What follows belongs to an exercise in optimizing a design on an open flow for small area, a short achievable clock period and few clock cycles per item; a production flow would make more cautious choices. At most, simulation tests tie the RTL to the original design; equivalence was not proved.

==> inputs of v36 <==
## vrm_core
module vrm_core (
    input  wire        clk,
    input  wire        rst,         
    output reg         mem_req,
    output reg         mem_we,
    output reg  [9:0]  mem_addr,
    output wire [39:0] mem_wdata,
    input  wire        mem_gnt,
    input  wire [39:0] mem_rdata,
    output reg         halted,
    output reg         fatal,
    output reg  [2:0]  reason,      
    output reg  [9:0]  ic,
    output reg  [39:0] tmp,
    output reg  [1:0]  c            
);
export LEC_CHECK = 0
export CAP_MARGIN = 20
export CORE_MARGIN = 2
export CORE_UTILIZATION = 40
export SETUP_SLACK_MARGIN = 5
export SLEW_MARGIN = 20
create_clock -name core_clock -period 12.0 [get_ports {clk}]
run.sh (not shown) runs the stock make flow with config.mk's settings and CLKGATE_MAP_FILE= SYNTH_SCRIPT=/design/flow/synth_recipe.tcl, a recipe that flattens the netlist after the stock synthesis.
==> v35: changes against v36 <==
--- a/flow/design.v
+++ b/flow/design.v
@@ -87,17 +87,13 @@
                dbl1(d[15:12]) | {3'd0, ge5(d[11:8])},
                dbl1(d[11:8])  | {3'd0, ge5(d[7:4])},
                dbl1(d[7:4])   | {3'd0, ge5(d[3:0])},
                dbl1(d[3:0])   | {3'd0, ci}};
     endfunction
     function [23:0] dbl6(input [23:0] d);
-        reg [23:0] lo;
-        begin
-            lo   = dbl(d[19:0], 1'b0);
-            dbl6 = {dbl1(d[23:20]) | lo[23:20], lo[19:0]};
-        end
+        dbl6 = {dbl1(d[23:20]) | {3'd0, ge5(d[19:16])}, dbl(d[19:0], 1'b0)} ;
     endfunction
     wire [7:0] rc2 = mem_rdata[23:16];
     wire [7:0] rc3 = mem_rdata[15:8];
     wire [7:0] rc4 = mem_rdata[7:0];
     wire       args3 = is_d(rc2) && is_d(rc3) && is_d(rc4);
     wire       arg1  = is_d(rc4);
@@ -152,37 +148,29 @@
     end
     wire [1:0]  cmp_w = {cmp_gt, cmp_lt};
     reg  [23:0] mr;         
     reg  [19:0] mx;         
     reg  [3:1]  mq;         
     reg  [2:0]  mdig;       
-    reg  [1:0]  mph;        
+    reg  [1:0]  mbit;       
     wire        in_m   = (state == S_M);
     wire        m_ml   = (xop == K_ML);
     wire [3:0]  m_x    = m_ml ? mx[19:16] : td[19:16];
     wire [19:0] m_y1   = m_ml ? td : mx;
     wire [23:0] m_y2   = dbl(m_y1, 1'b0);
     wire [23:0] m_y4   = dbl6(m_y2);
     wire [23:0] m_y8   = dbl6(m_y4);
-    wire        m_first = (mph == 2'd0);
+    wire [23:0] m_yb   = (mbit == 2'd3) ? m_y8 : (mbit == 2'd2) ? m_y4 :
+                         (mbit == 2'd1) ? m_y2 : {4'd0, m_y1};
+    wire        m_first = (mbit == 2'd3);
+    wire        m_skip  = m_first && (m_x == 4'd0) && (m_ml || mr == 24'd0);
     wire [23:0] m_c     = m_first ? {mr[19:0], m_ml ? 4'd0 : m_x} : mr;
-    wire        m_c1 = m_ml ? m_x[0] : (m_c >= {4'd0, m_y1});
-    wire        m_c2 = m_ml ? m_x[1] : (m_c >= m_y2);
-    wire        m_c4 = m_ml ? (m_x[3] | m_x[2]) : (m_c >= m_y4);
-    wire        m_c8 = m_ml ? m_x[3] : (m_c >= m_y8);
-    wire        m_hi   = m_first && m_c4;
-    wire        m_two  = !m_hi && (mph != 2'd2) && m_c2;
-    wire        m_one  = !m_hi && !m_two && m_c1;
-    wire        m_dend = !m_hi && !m_two ? 1'b1 :
-                         m_ml ? (m_hi ? (m_x[1:0] == 2'd0) : !m_x[0]) : 1'b0;
-    wire [23:0] m_yb   = m_hi ? (m_c8 ? m_y8 : m_y4) : m_two ? m_y2 :
-                         m_one ? {4'd0, m_y1} : 24'd0;
-    wire        m_last = m_dend && (mdig == 3'd4);
+    wire        m_xb    = m_x[mbit];
     wire        a_sub  = in_m ? !m_ml : (xop == K_SB);
     wire [23:0] a_x    = in_m ? m_c : {4'd0, td};
-    wire [23:0] a_yp   = in_m ? m_yb : {4'd0, md};
+    wire [23:0] a_yp   = in_m ? ((m_ml && !m_xb) ? 24'd0 : m_yb) : {4'd0, md};
     wire [23:0] a_y    = a_sub ? {nines(a_yp[23:20]), nines(a_yp[19:16]), nines(a_yp[15:12]),
                                   nines(a_yp[11:8]), nines(a_yp[7:4]), nines(a_yp[3:0])}
                                : a_yp;
     reg  [23:0] a_s;
     reg  [6:0]  a_c;        
     always @(*) begin : bcdadd
@@ -195,15 +183,20 @@
             r1 = dcor(t + 5'd1);
             a_c[j+1] = r0[4] | (r1[4] & a_c[j]);
             a_s[4*j +: 4] = a_c[j] ? r1[3:0] : r0[3:0];
         end
     end
     wire        as_ovf = (xop == K_SB) ? !a_c[5] : a_c[5];
-    wire [23:0] m_rn   = a_s;
-    wire        m_ovf  = m_ml && ((a_s[23:20] != 4'd0) || a_c[6]);
-    wire [3:0]  m_qd   = {mq[3], mq[2], mq[1], m_one};
+    wire        m_ge   = a_c[6];                      
+    wire [23:0] m_rn   = m_skip ? {mr[19:0], 4'd0} :
+                         (!m_ml && !m_ge) ? m_c : a_s;
+    wire        m_ovf  = m_ml && (m_skip ? (mr[19:16] != 4'd0)
+                                         : ((a_s[23:20] != 4'd0) || a_c[6]));
+    wire        m_dend = m_skip || (mbit == 2'd0);    
+    wire        m_last = m_dend && (mdig == 3'd4);
+    wire [3:0]  m_qd   = m_skip ? 4'd0 : {mq[3], mq[2], mq[1], m_ge};
     reg [2:0]  n_state;
     reg        n_req, n_we;
     reg [9:0]  n_addr;
     reg [9:0]  n_ic;
     reg        n_halted, n_fatal;
     reg [2:0]  n_reason;
@@ -450,26 +443,22 @@
             ba <= rarg;
         end
         if (state == S_E) begin
             mx   <= md;
             mr   <= 24'd0;
             mdig <= 3'd0;
-            mph  <= 2'd0;
-            mq   <= 3'd0;
+            mbit <= 2'd3;
         end else if (state == S_M) begin
             mr <= m_rn;
-            if (m_dend) begin
+            if (m_skip) begin
                 mdig <= mdig + 3'd1;
-                mph  <= 2'd0;
-                mq   <= 3'd0;
-                if (m_ml) mx <= {mx[15:0], 4'd0};
-            end else if (m_hi) begin
-                mph   <= 2'd1;
-                mq[3] <= m_c8;
-                mq[2] <= !m_c8;
             end else begin
-                mph   <= 2'd2;
-                mq[1] <= 1'b1;
+                if (mbit == 2'd3) mq[3] <= m_ge;
+                if (mbit == 2'd2) mq[2] <= m_ge;
+                if (mbit == 2'd1) mq[1] <= m_ge;
+                mbit <= mbit - 2'd1;
+                if (mbit == 2'd0) mdig <= mdig + 3'd1;
             end
+            if (m_dend && m_ml) mx <= {mx[15:0], 4'd0};
         end
     end
 endmodule
==> v22: changes against v36 <==
--- a/flow/design.v
+++ b/flow/design.v
@@ -87,17 +87,13 @@
                dbl1(d[15:12]) | {3'd0, ge5(d[11:8])},
                dbl1(d[11:8])  | {3'd0, ge5(d[7:4])},
                dbl1(d[7:4])   | {3'd0, ge5(d[3:0])},
                dbl1(d[3:0])   | {3'd0, ci}};
     endfunction
     function [23:0] dbl6(input [23:0] d);
-        reg [23:0] lo;
-        begin
-            lo   = dbl(d[19:0], 1'b0);
-            dbl6 = {dbl1(d[23:20]) | lo[23:20], lo[19:0]};
-        end
+        dbl6 = {dbl1(d[23:20]) | {3'd0, ge5(d[19:16])}, dbl(d[19:0], 1'b0)} ;
     endfunction
     wire [7:0] rc2 = mem_rdata[23:16];
     wire [7:0] rc3 = mem_rdata[15:8];
     wire [7:0] rc4 = mem_rdata[7:0];
     wire       args3 = is_d(rc2) && is_d(rc3) && is_d(rc4);
     wire       arg1  = is_d(rc4);
@@ -152,37 +148,29 @@
     end
     wire [1:0]  cmp_w = {cmp_gt, cmp_lt};
     reg  [23:0] mr;         
     reg  [19:0] mx;         
     reg  [3:1]  mq;         
     reg  [2:0]  mdig;       
-    reg  [1:0]  mph;        
+    reg  [1:0]  mbit;       
     wire        in_m   = (state == S_M);
     wire        m_ml   = (xop == K_ML);
     wire [3:0]  m_x    = m_ml ? mx[19:16] : td[19:16];
     wire [19:0] m_y1   = m_ml ? td : mx;
     wire [23:0] m_y2   = dbl(m_y1, 1'b0);
     wire [23:0] m_y4   = dbl6(m_y2);
     wire [23:0] m_y8   = dbl6(m_y4);
-    wire        m_first = (mph == 2'd0);
+    wire [23:0] m_yb   = (mbit == 2'd3) ? m_y8 : (mbit == 2'd2) ? m_y4 :
+                         (mbit == 2'd1) ? m_y2 : {4'd0, m_y1};
+    wire        m_first = (mbit == 2'd3);
+    wire        m_skip  = m_first && (m_x == 4'd0) && (m_ml || mr == 24'd0);
     wire [23:0] m_c     = m_first ? {mr[19:0], m_ml ? 4'd0 : m_x} : mr;
-    wire        m_c1 = m_ml ? m_x[0] : (m_c >= {4'd0, m_y1});
-    wire        m_c2 = m_ml ? m_x[1] : (m_c >= m_y2);
-    wire        m_c4 = m_ml ? (m_x[3] | m_x[2]) : (m_c >= m_y4);
-    wire        m_c8 = m_ml ? m_x[3] : (m_c >= m_y8);
-    wire        m_hi   = m_first && m_c4;
-    wire        m_two  = !m_hi && (mph != 2'd2) && m_c2;
-    wire        m_one  = !m_hi && !m_two && m_c1;
-    wire        m_dend = !m_hi && !m_two ? 1'b1 :
-                         m_ml ? (m_hi ? (m_x[1:0] == 2'd0) : !m_x[0]) : 1'b0;
-    wire [23:0] m_yb   = m_hi ? (m_c8 ? m_y8 : m_y4) : m_two ? m_y2 :
-                         m_one ? {4'd0, m_y1} : 24'd0;
-    wire        m_last = m_dend && (mdig == 3'd4);
+    wire        m_xb    = m_x[mbit];
     wire        a_sub  = in_m ? !m_ml : (xop == K_SB);
     wire [23:0] a_x    = in_m ? m_c : {4'd0, td};
-    wire [23:0] a_yp   = in_m ? m_yb : {4'd0, md};
+    wire [23:0] a_yp   = in_m ? ((m_ml && !m_xb) ? 24'd0 : m_yb) : {4'd0, md};
     wire [23:0] a_y    = a_sub ? {nines(a_yp[23:20]), nines(a_yp[19:16]), nines(a_yp[15:12]),
                                   nines(a_yp[11:8]), nines(a_yp[7:4]), nines(a_yp[3:0])}
                                : a_yp;
     reg  [23:0] a_s;
     reg  [6:0]  a_c;        
     always @(*) begin : bcdadd
@@ -195,15 +183,20 @@
             r1 = dcor(t + 5'd1);
             a_c[j+1] = r0[4] | (r1[4] & a_c[j]);
             a_s[4*j +: 4] = a_c[j] ? r1[3:0] : r0[3:0];
         end
     end
     wire        as_ovf = (xop == K_SB) ? !a_c[5] : a_c[5];
-    wire [23:0] m_rn   = a_s;
-    wire        m_ovf  = m_ml && ((a_s[23:20] != 4'd0) || a_c[6]);
-    wire [3:0]  m_qd   = {mq[3], mq[2], mq[1], m_one};
+    wire        m_ge   = a_c[6];                      
+    wire [23:0] m_rn   = m_skip ? {mr[19:0], 4'd0} :
+                         (!m_ml && !m_ge) ? m_c : a_s;
+    wire        m_ovf  = m_ml && (m_skip ? (mr[19:16] != 4'd0)
+                                         : ((a_s[23:20] != 4'd0) || a_c[6]));
+    wire        m_dend = m_skip || (mbit == 2'd0);    
+    wire        m_last = m_dend && (mdig == 3'd4);
+    wire [3:0]  m_qd   = m_skip ? 4'd0 : {mq[3], mq[2], mq[1], m_ge};
     reg [2:0]  n_state;
     reg        n_req, n_we;
     reg [9:0]  n_addr;
     reg [9:0]  n_ic;
     reg        n_halted, n_fatal;
     reg [2:0]  n_reason;
@@ -450,26 +443,22 @@
             ba <= rarg;
         end
         if (state == S_E) begin
             mx   <= md;
             mr   <= 24'd0;
             mdig <= 3'd0;
-            mph  <= 2'd0;
-            mq   <= 3'd0;
+            mbit <= 2'd3;
         end else if (state == S_M) begin
             mr <= m_rn;
-            if (m_dend) begin
+            if (m_skip) begin
                 mdig <= mdig + 3'd1;
-                mph  <= 2'd0;
-                mq   <= 3'd0;
-                if (m_ml) mx <= {mx[15:0], 4'd0};
-            end else if (m_hi) begin
-                mph   <= 2'd1;
-                mq[3] <= m_c8;
-                mq[2] <= !m_c8;
             end else begin
-                mph   <= 2'd2;
-                mq[1] <= 1'b1;
+                if (mbit == 2'd3) mq[3] <= m_ge;
+                if (mbit == 2'd2) mq[2] <= m_ge;
+                if (mbit == 2'd1) mq[1] <= m_ge;
+                mbit <= mbit - 2'd1;
+                if (mbit == 2'd0) mdig <= mdig + 3'd1;
             end
+            if (m_dend && m_ml) mx <= {mx[15:0], 4'd0};
         end
     end
 endmodule
Settings changed: SETUP_SLACK_MARGIN 5 to default.
==> run notes <==
Status: v22 timing/DRC/antenna clean; v35 timing/DRC/antenna clean; v36 timing/DRC/antenna clean
Die X-Extent: v22 224.2 um; v35 224.2 um; v36 231.3 um
Top routing layer in use: v22 met4; v35 met5; v36 met4
Final setup slack of the worst path: v22 2862 ps; v35 5068 ps; v36 3549 ps
Top fanout value on the critical path: v22 58; v35 32; v36 8
Length in cells of the worst reg-to-reg path: v22 25; v35 30; v36 42
Detailed-routed wire length on met2: v22 36.43 mm; v35 38.09 mm; v36 46.47 mm
Worst hold endpoint: v22 mr[21]; v35 mr[21]; v36 mr[20]
Number of global-route vias before repair: v22 20650; v35 20990; v36 24870
GR met2 Demand/Resource: v22 50.08%; v35 50.80%; v36 59.55%
Worst path depth: v22 25; v35 14; v36 42
Post-layout nets: v22 2852; v35 2902; v36 3388
Relative slew margins: v22 26.18%; v35 23.66%; v36 21.95%
Synth Net Count: v22 2861; v35 2861; v36 3141
Post-Synth XOR/XNOR Area: v22 5.430%; v35 5.430%; v36 4.619%
Critical hold path startpoint: v22 mr[21]; v35 mr[21]; v36 mr[20]
Placed Instance Area: v22 0.02102 mm^2; v35 0.02102 mm^2; v36 0.02286 mm^2
Testbench counts of v36, summed over its fixed seeds: cycles 85,121, instrs 28,647.
Only the layout flow was run in v35 and v22; the RTL was not checked for function there.

[re-timing with driven ports]
How much do the figures lean on ideal ports? The routed layouts below were timed once more, with nothing changed but the port constraints.
Step 1, drivers: a clkbuf_16 drives clk and a buf_2 each remaining input, both assumed.
Step 2 adds t to the input delays and takes it off the output delays; t is the mean of the earliest and latest rising clock arrival at the registers after step 1. Input paths then give back, and output paths get back, about the clock's delay inside the block.
a / b / c = ideal ports / drivers / drivers and shift; a / b = the first two.
run	t, ns	slack for setup (ns)	pins driven straight from the clock port
v36	0.531	3.549 / 3.549 / 3.549	1
v35	0.524	5.068 / 5.094 / 4.570	1
v22	0.522	2.862 / 2.862 / 2.862	1
After both steps every run listed still meets setup and hold. For v35, which loses most, drivers alone change the setup slack by +0.026 ns; drivers and shift together by -0.498 ns.
